From an optimization exercise on the open Yosys and OpenROAD flow, aimed at small area, a short achievable clock period and few clock cycles per item; shortcuts taken in it are not production practice. RTL that was checked went through simulation tests only; none was proved equivalent to the original. No activity file was given, so power comes from the tool's default toggle rates.

// x64ptw
module x64ptw (
    input  wire        clk,
    input  wire        rst,
    input  wire        cmd_valid,
    output wire        cmd_ready,
    input  wire [63:0] cmd_root,
    input  wire [63:0] cmd_va,
    input  wire        abort_req,
    output wire        mem_req_valid,
    input  wire        mem_req_ready,
    output wire [63:0] mem_req_addr,
    input  wire        mem_rsp_valid,
    input  wire [63:0] mem_rsp_data,
    input  wire        mem_rsp_err,
    output wire        ent_valid,
    output wire [2:0]  ent_level,
    output wire [8:0]  ent_index,
    output wire [63:0] ent_table_base,
    output wire [63:0] ent_raw,
    output wire        ent_leaf,
    output wire        ent_present,
    output wire        ent_writable,
    output wire        ent_user,
    output wire        ent_write_through,
    output wire        ent_cache_disable,
    output wire        ent_accessed,
    output wire        ent_exec_disable,
    output wire        ent_ps_valid,
    output wire        ent_ps,
    output wire        ent_dirty,
    output wire        ent_global,
    output wire        ent_pat,
    output wire [4:0]  ent_frame_shift,
    output wire [27:0] ent_frame_ref,
    output wire [63:0] ent_reserved,
    output wire        ent_faulty,
    output wire        rsp_valid,
    output wire [2:0]  rsp_status,
    output wire        rsp_mapped,
    output wire [63:0] rsp_page_base,
    output wire [4:0]  rsp_page_shift,
    output wire [29:0] rsp_page_offset,
    output wire [63:0] rsp_pa,
    output wire [2:0]  rsp_count,
    output wire [63:0] rsp_info
);
    reg        st_req;       
    reg        st_wait;      
    reg        st_done;      
    reg [1:0]  lv_q;         
  ...
Settings: LEC_CHECK=0, CAP_MARGIN=20, CORE_AREA=5 5 275 275, DIE_AREA=0 0 280 280, PLACE_DENSITY=0.6, SLEW_MARGIN=20; clock period 6.0 ns.
standard.sh (not shown) runs the stock make flow with config.mk's settings and CLKGATE_MAP_FILE= SYNTH_SCRIPT=/design/flow/synth_recipe.tcl, a recipe that flattens the netlist after the stock synthesis.
==> flow/flow/run.sh <==
#!/bin/bash
# Standard layout, with plain buffers (not delay cells) on the ports.
set -euo pipefail
export BUFFER_PORTS_ARGS="-buffer_cell sky130_fd_sc_hd__buf_1"
bash standard.sh > standard.log 2>&1
Then changed:
- SETUP_SLACK_MARGIN: unset -> 1.5
Outcome:
- die area does not change
- setup slack improved by 1.1 ns
- sequential share of layout area decreases by 3.0 points
- clock skew stays flat
- hold slack is better by 0.0068 ns
- critical path depth rose by 1
Then changed:
- CORE_AREA: 5 5 275 275 -> 5 5 195 195
- DIE_AREA: 0 0 280 280 -> 0 0 200 200
Effect: This time the run failed in 3_2_place_iop on PPL-0024; synthesized area is unchanged; synthesized cell count does not change.
Then changed:
==> flow/flow/run.sh (replaced) <==
#!/bin/bash
# Standard layout with plain buffers (not delay cells) on the ports and with
# adders left to abc as plain gates (no ripple half/full adder cells).
set -euo pipefail
export BUFFER_PORTS_ARGS="-buffer_cell sky130_fd_sc_hd__buf_1"
export ADDER_MAP_FILE=
bash standard.sh > standard.log 2>&1
- ABC_CLOCK_PERIOD_IN_PS: unset -> 2000
- CORE_AREA: 5 5 195 195 -> 5 5 275 275
- DIE_AREA: 0 0 200 200 -> 0 0 280 280
- SETUP_SLACK_MARGIN: 1.5 -> 2.2
- TNS_END_PERCENT: unset -> 10
=>
- The changed run passed the timing, design-rule and antenna checks
- synthesized cell count went down by 0.59%
- synthesized area went down by 0.69%
Function was not checked in any run of this note: the RTL went through the layout flow alone.

========
x64ptw, a different RTL version from the one above (not shown whole).
Size in the first run: about 1500 cells after synthesis, about 750 I/O pins.
export LEC_CHECK = 0
export ABC_CLOCK_PERIOD_IN_PS = 2000
export CAP_MARGIN = 20
export CORE_AREA = 5 5 195 195
export CTS_BUF_LIST = sky130_fd_sc_hd__clkbuf_8 sky130_fd_sc_hd__clkbuf_16
export CTS_CLUSTER_SIZE = 12
export DIE_AREA = 0 0 200 200
export PLACE_DENSITY = 0.65
export SETUP_SLACK_MARGIN = 2.2
export SLEW_MARGIN = 20
export TNS_END_PERCENT = 25
create_clock -name core_clock -period 6.0 [get_ports {clk}]
==> flow/flow/run.sh <==
#!/bin/bash
# Standard layout with plain buffers (not delay cells) on the ports, adders
# left to abc as plain gates (no ripple half/full adder cells), and pins
# allowed one track apart so that the die can be smaller.
set -euo pipefail
export BUFFER_PORTS_ARGS="-buffer_cell sky130_fd_sc_hd__buf_1"
export ADDER_MAP_FILE=
export PLACE_PINS_ARGS="-min_distance 1 -min_distance_in_tracks"
bash standard.sh > standard.log 2>&1
Testbench counts at the start, summed over its fixed seeds: cycles 21,377, walks 3,200.
Edit:
TNS_END_PERCENT = 10   (was 25)
Effect: The changed run finished clean. Synthesized cell count does not change. Cell count stays flat. Sequential share of layout area increases by 0.17 points. Final area drops by 0.66%.

========
Starting RTL as in the previous note.
// x64ptw
module x64ptw (
    input  wire        clk,
    input  wire        rst,
    input  wire        cmd_valid,
    output wire        cmd_ready,
    input  wire [63:0] cmd_root,
    input  wire [63:0] cmd_va,
    input  wire        abort_req,
    output wire        mem_req_valid,
    input  wire        mem_req_ready,
    output wire [63:0] mem_req_addr,
    input  wire        mem_rsp_valid,
    input  wire [63:0] mem_rsp_data,
    input  wire        mem_rsp_err,
    output wire        ent_valid,
    output wire [2:0]  ent_level,
    output wire [8:0]  ent_index,
    output wire [63:0] ent_table_base,
    output wire [63:0] ent_raw,
    output wire        ent_leaf,
    output wire        ent_present,
    output wire        ent_writable,
    output wire        ent_user,
    output wire        ent_write_through,
    output wire        ent_cache_disable,
    output wire        ent_accessed,
    output wire        ent_exec_disable,
    output wire        ent_ps_valid,
    output wire        ent_ps,
    output wire        ent_dirty,
    output wire        ent_global,
    output wire        ent_pat,
    output wire [4:0]  ent_frame_shift,
    output wire [27:0] ent_frame_ref,
    output wire [63:0] ent_reserved,
    output wire        ent_faulty,
    output wire        rsp_valid,
    output wire [2:0]  rsp_status,
    output wire        rsp_mapped,
    output wire [63:0] rsp_page_base,
    output wire [4:0]  rsp_page_shift,
    output wire [29:0] rsp_page_offset,
    output wire [63:0] rsp_pa,
    output wire [2:0]  rsp_count,
    output wire [63:0] rsp_info
);
    reg        st_req;       
    reg        st_wait;      
    reg        st_done;      
    reg [1:0]  lv_q;         
    reg [11:3] lo_q;         
    reg        cy_q;         
    reg [11:3] nxt_lo_q;     
    reg        nxt_cy_q;     
    reg        nxt_canon;    
    reg        nxt_ok;       
    reg [47:0] va_q;
    reg [63:0] base_q;       
    wire [63:0] raw = mem_rsp_data;
    function [8:0] va_index(input [1:0] lv, input [47:0] va);
        case (lv)
            2'd3:    va_index = va[47:39];
            2'd2:    va_index = va[38:30];
            2'd1:    va_index = va[29:21];
            default: va_index = va[20:12];
        endcase
    endfunction
  ...
export LEC_CHECK = 0
export ABC_CLOCK_PERIOD_IN_PS = 2000
export CAP_MARGIN = 20
export CORE_AREA = 5 5 195 195
export CTS_BUF_LIST = sky130_fd_sc_hd__clkbuf_8 sky130_fd_sc_hd__clkbuf_16
export CTS_CLUSTER_SIZE = 12
export DIE_AREA = 0 0 200 200
export PLACE_DENSITY = 0.65
export SETUP_SLACK_MARGIN = 2.2
export SLEW_MARGIN = 20
export TNS_END_PERCENT = 10
create_clock -name core_clock -period 6.0 [get_ports {clk}]
==> flow/flow/run.sh <==
#!/bin/bash
# Standard layout with plain buffers (not delay cells) on the ports, adders
# left to abc as plain gates (no ripple half/full adder cells), pins allowed
# one track apart so that the die can be smaller, and the slow 4-input OR
# cells added to the platform's don't-use list for synthesis and repair.
set -euo pipefail
export BUFFER_PORTS_ARGS="-buffer_cell sky130_fd_sc_hd__buf_1"
export ADDER_MAP_FILE=
export PLACE_PINS_ARGS="-min_distance 1 -min_distance_in_tracks"
DU="sky130_fd_sc_hd__probe_p_8 sky130_fd_sc_hd__probec_p_8 sky130_fd_sc_hd__lpflow_bleeder_1 sky130_fd_sc_hd__lpflow_clkbufkapwr_1 sky130_fd_sc_hd__lpflow_clkbufkapwr_16 sky130_fd_sc_hd__lpflow_clkbufkapwr_2 sky130_fd_sc_hd__lpflow_clkbufkapwr_4 sky130_fd_sc_hd__lpflow_clkbufkapwr_8 sky130_fd_sc_hd__lpflow_clkinvkapwr_1 sky130_fd_sc_hd__lpflow_clkinvkapwr_16 sky130_fd_sc_hd__lpflow_clkinvkapwr_2 sky130_fd_sc_hd__lpflow_clkinvkapwr_4 sky130_fd_sc_hd__lpflow_clkinvkapwr_8 sky130_fd_sc_hd__lpflow_decapkapwr_12 sky130_fd_sc_hd__lpflow_decapkapwr_3 sky130_fd_sc_hd__lpflow_decapkapwr_4 sky130_fd_sc_hd__lpflow_decapkapwr_6 sky130_fd_sc_hd__lpflow_decapkapwr_8 sky130_fd_sc_hd__lpflow_inputiso0n_1 sky130_fd_sc_hd__lpflow_inputiso0p_1 sky130_fd_sc_hd__lpflow_inputiso1n_1 sky130_fd_sc_hd__lpflow_inputiso1p_1 sky130_fd_sc_hd__lpflow_inputisolatch_1 sky130_fd_sc_hd__lpflow_isobufsrc_1 sky130_fd_sc_hd__lpflow_isobufsrc_16 sky130_fd_sc_hd__lpflow_isobufsrc_2 sky130_fd_sc_hd__lpflow_isobufsrc_4 sky130_fd_sc_hd__lpflow_isobufsrc_8 sky130_fd_sc_hd__lpflow_isobufsrckapwr_16 sky130_fd_sc_hd__lpflow_lsbuf_lh_hl_isowell_tap_1 sky130_fd_sc_hd__lpflow_lsbuf_lh_hl_isowell_tap_2 sky130_fd_sc_hd__lpflow_lsbuf_lh_hl_isowell_tap_4 sky130_fd_sc_hd__lpflow_lsbuf_lh_isowell_4 sky130_fd_sc_hd__lpflow_lsbuf_lh_isowell_tap_1 sky130_fd_sc_hd__lpflow_lsbuf_lh_isowell_tap_2 sky130_fd_sc_hd__lpflow_lsbuf_lh_isowell_tap_4"
DU="$DU sky130_fd_sc_hd__or4_1 sky130_fd_sc_hd__or4_2 sky130_fd_sc_hd__or4_4"
DU="$DU sky130_fd_sc_hd__or4b_1 sky130_fd_sc_hd__or4b_2 sky130_fd_sc_hd__or4b_4"
DU="$DU sky130_fd_sc_hd__or4bb_1 sky130_fd_sc_hd__or4bb_2 sky130_fd_sc_hd__or4bb_4"
# standard.sh with the longer list on make's command line
sed "s|CLKGATE_MAP_FILE= |CLKGATE_MAP_FILE= 'DONT_USE_CELLS=$DU' |" standard.sh > standard_du.sh
grep -q "DONT_USE_CELLS=" standard_du.sh
bash standard_du.sh > standard.log 2>&1
The starting point completed without violations.
Testbench counts at the start, summed over its fixed seeds: cycles 21,377, walks 3,200.
Change:
==> flow/flow/run.sh (replaced) <==
#!/bin/bash
# Standard layout with plain buffers (not delay cells) on the ports, adders
# left to abc as plain gates (no ripple half/full adder cells), and pins
# allowed one track apart so that the die can be smaller.
set -euo pipefail
export BUFFER_PORTS_ARGS="-buffer_cell sky130_fd_sc_hd__buf_1"
export ADDER_MAP_FILE=
export PLACE_PINS_ARGS="-min_distance 1 -min_distance_in_tracks"
bash standard.sh > standard.log 2>&1
- SETUP_SLACK_MARGIN: 2.2 -> 1.6
Result: The changed run went through all stages and came out clean; cell area went down by 11%; register-to-register slack degrades by 130 ps; non-clock buffer count went down by 67; wire length went down by 6.9%; total power went down by 0.48%; utilization went down by 5.0 points; global-route usage went down by 2.2 points; setup slack degrades by 390 ps; clock skew went down by 8.8 ps.

========
## build 80
Another version of the RTL of x64ptw (not shown whole).
Size in the first run: about 750 I/O pins, ~0.014 sq mm of cells after synthesis.
export LEC_CHECK = 0
export ABC_CLOCK_PERIOD_IN_PS = 2000
export CAP_MARGIN = 20
export CORE_AREA = 5 5 195 195
export CTS_BUF_LIST = sky130_fd_sc_hd__clkbuf_8
export DIE_AREA = 0 0 200 200
export PLACE_DENSITY = 0.8
export SETUP_SLACK_MARGIN = 2.2
export SLEW_MARGIN = 20
export TNS_END_PERCENT = 10
create_clock -name core_clock -period 6.0 [get_ports {clk}]
==> flow/flow/run.sh <==
#!/bin/bash
# Standard layout with plain buffers (not delay cells) on the ports, adders
# left to abc as plain gates (no ripple half/full adder cells), and pins
# allowed one track apart so that the die can be smaller.
set -euo pipefail
export BUFFER_PORTS_ARGS="-buffer_cell sky130_fd_sc_hd__buf_1"
export ADDER_MAP_FILE=
export PLACE_PINS_ARGS="-min_distance 1 -min_distance_in_tracks"
bash standard.sh > standard.log 2>&1
Testbench counts of build 80, summed over its fixed seeds: cycles 21,230, walks 3,200.
Setup changes, build 80 to build 48
- changing CTS_BUF_LIST from sky130_fd_sc_hd__clkbuf_8 to sky130_fd_sc_hd__clkbuf_8 sky130_fd_sc_hd__clkbuf_16
- changing DIE_AREA from 0 0 200 200 to 0 0 280 280
- changing CORE_AREA from 5 5 195 195 to 5 5 275 275
- setting CTS_CLUSTER_SIZE to 12 for the first time
- changing PLACE_DENSITY from 0.8 to 0.6
==> flow/flow/run.sh <==
#!/bin/bash
# Standard layout with plain buffers (not delay cells) on the ports and with
# adders left to abc as plain gates (no ripple half/full adder cells).
set -euo pipefail
export BUFFER_PORTS_ARGS="-buffer_cell sky130_fd_sc_hd__buf_1"
export ADDER_MAP_FILE=
bash standard.sh > standard.log 2>&1
[summary]
Build 48 against build 80: final weighted congestion in routability-driven placement decreased 15%, placed instance area higher, fraction of standard cell area that is sequential saw a decrease.
The fraction of met2 tracks used by global routing number comes out higher for build 80 vs build 48.
Going from build 80 to build 48, the via count of the first global-routing pass was found to have gone down by 2.1%.
## Diff of input files: build 15 against build 48
- swapping sky130_fd_sc_hd__clkbuf_8 sky130_fd_sc_hd__clkbuf_16 for sky130_fd_sc_hd__clkbuf_8 in CTS_BUF_LIST
- swapping 5 5 275 275 for 5 5 195 195 in CORE_AREA
- swapping 0 0 280 280 for 0 0 200 200 in DIE_AREA
- swapping 0.6 for 0.65 in PLACE_DENSITY
- clearing CTS_CLUSTER_SIZE, which used to be 12
==> flow/flow/run.sh <==
#!/bin/bash
# Standard layout with plain buffers (not delay cells) on the ports, adders
# left to abc as plain gates (no ripple half/full adder cells), and pins
# allowed one track apart so that the die can be smaller.
set -euo pipefail
export BUFFER_PORTS_ARGS="-buffer_cell sky130_fd_sc_hd__buf_1"
export ADDER_MAP_FILE=
export PLACE_PINS_ARGS="-min_distance 1 -min_distance_in_tracks"
bash standard.sh > standard.log 2>&1
Results
Taking build 48 as the reference, in build 15 first-iteration DRC count saw an increase; largest driver fanout on the critical path increased by 16 relative to the old numbers; worst setup slack now sits higher; pin count of the biggest net entering global routing increased by 24 relative to the old numbers. Of build 15 and build 48, build 15 shows the higher maximum single-stage delay on the critical path, with build 48 below it. Measured against each other, build 15 and build 48 differ in total length of routed met3 wires, the higher figure coming from build 48. Summary of build 15 over build 48: layout overhead on the synthesized area decreased by 9.3 points relative to the old numbers; area taken by flip-flops and latches was more or less identical; share of the cycle needed by the critical path after routing fell 0.22 points. Number of placed instances with taps included down 507 in build 15 wrt build 48. Build 15 improves on build 48 in first-pass GRT wire length.

========
x64ptw with an RTL version that a note above also has.
Size in the first run: roughly 1500 cells after synthesis, about 140 flip-flops, about 750 I/O pins, roughly 0.012 mm2 of cells after synthesis.
Design x64ptw, start of the top module:
module x64ptw (
    input  wire        clk,
    input  wire        rst,
    input  wire        cmd_valid,
    output wire        cmd_ready,
    input  wire [63:0] cmd_root,
    input  wire [63:0] cmd_va,
    input  wire        abort_req,
    output wire        mem_req_valid,
    input  wire        mem_req_ready,
    output wire [63:0] mem_req_addr,
    input  wire        mem_rsp_valid,
    input  wire [63:0] mem_rsp_data,
    input  wire        mem_rsp_err,
    output wire        ent_valid,
    output wire [2:0]  ent_level,
    output wire [8:0]  ent_index,
    output wire [63:0] ent_table_base,
    output wire [63:0] ent_raw,
    output wire        ent_leaf,
    output wire        ent_present,
    output wire        ent_writable,
    output wire        ent_user,
    output wire        ent_write_through,
    output wire        ent_cache_disable,
    output wire        ent_accessed,
    output wire        ent_exec_disable,
  ...
==> flow/config.mk <==
export PLATFORM = sky130hd
export DESIGN_NAME = x64ptw
export DESIGN_NICKNAME = x64ptw
export VERILOG_FILES = /design/flow/design.v
export SDC_FILE = /design/flow/constraint.sdc
export NUM_CORES = 4
export LEC_CHECK = 0
export ABC_CLOCK_PERIOD_IN_PS = 2000
export CAP_MARGIN = 20
export CORE_AREA = 5 5 175 175
export CTS_BUF_LIST = sky130_fd_sc_hd__clkbuf_8 sky130_fd_sc_hd__clkbuf_16
export CTS_CLUSTER_SIZE = 12
export DIE_AREA = 0 0 180 180
export PLACE_DENSITY = 0.7
export SETUP_SLACK_MARGIN = 2.2
export SLEW_MARGIN = 20
export TNS_END_PERCENT = 10
==> flow/constraint.sdc <==
create_clock -name core_clock -period 6.0 [get_ports {clk}]
set_input_delay 1.2000 -clock core_clock [delete_from_list [all_inputs] [get_ports {clk}]]
set_output_delay 1.2000 -clock core_clock [all_outputs]
set_load 0.01 [all_outputs]
==> flow/flow/run.sh <==
#!/bin/bash
# Standard layout with plain buffers (not delay cells) on the ports, adders
# left to abc as plain gates (no ripple half/full adder cells), and pins
# allowed one track apart so that the die can be smaller.
set -euo pipefail
export BUFFER_PORTS_ARGS="-buffer_cell sky130_fd_sc_hd__buf_1"
export ADDER_MAP_FILE=
export PLACE_PINS_ARGS="-min_distance 1 -min_distance_in_tracks"
bash standard.sh > standard.log 2>&1
Testbench counts at the start, summed over its fixed seeds: cycles 21,377, walks 3,200.
Rerun with:
- CORE_AREA: 5 5 175 175 -> 5 5 195 195
- DIE_AREA: 0 0 180 180 -> 0 0 200 200
- PLACE_DENSITY: 0.7 -> 0.65
- SETUP_SLACK_MARGIN: 2.2 -> 1.9
Worst setup slack is worse by 0.13 ns.
Utilization fell by 12 points.
Worst hold slack got worse by 0.019 ns.
Non-clock buffer count came out lower by 38.
Area after synthesis does not change.

## what the ideal ports hide
How much do the figures lean on ideal ports? The routed layouts below were timed once more, with nothing changed but the port constraints.
Step 1 assumes that a clkbuf_16 drives the clock port and a buf_2 every other input.
Step 2 moves the port delays by t, midway between the first and last clock arrival at a register: inputs arrive t later, outputs are due t later. That takes back most of the time a late clock gives input paths.
Slacks: ideal ports / drivers / drivers and shift; pairs: ideal ports / drivers.
run	t (ns)	slack for setup (ns)	worst setup path at the end	worst slew at a driven data input, ns
the first run of note 1	0.558	0.321 / 0.265 / 0.680	input to output	0.16
the second run of note 1	0.557	1.445 / 1.392 / 1.566	input to output	0.15
the fourth run of note 1	0.558	1.631 / 1.577 / 1.416	input to register	0.24
the first run of note 2	0.466	2.010 / 1.966 / 1.918	input to register	0.17
the second run of note 2	0.462	2.010 / 1.963 / 1.946	input to register	0.17
the first run of note 3	0.478	2.037 / 1.955 / 1.955	input to output	0.13
the second run of note 3	0.472	1.651 / 1.565 / 1.565	input to output	0.11
build 80	0.547	2.143 / 2.096 / 2.096	input to output	0.16
build 48	0.530	2.099 / 1.946 / 1.580	input to register	0.23
build 15	0.548	2.112 / 2.065 / 2.065	input to output	0.15
the first run of note 5	0.471	2.028 / 1.981 / 1.942	input to register	0.13
the second run of note 5	0.469	1.903 / 1.808 / 1.808	input to output	0.12
After both steps every run listed still meets setup and hold. The setup slack of build 48, which loses most, moves by -0.153 ns with the drivers and by -0.519 ns with both steps.
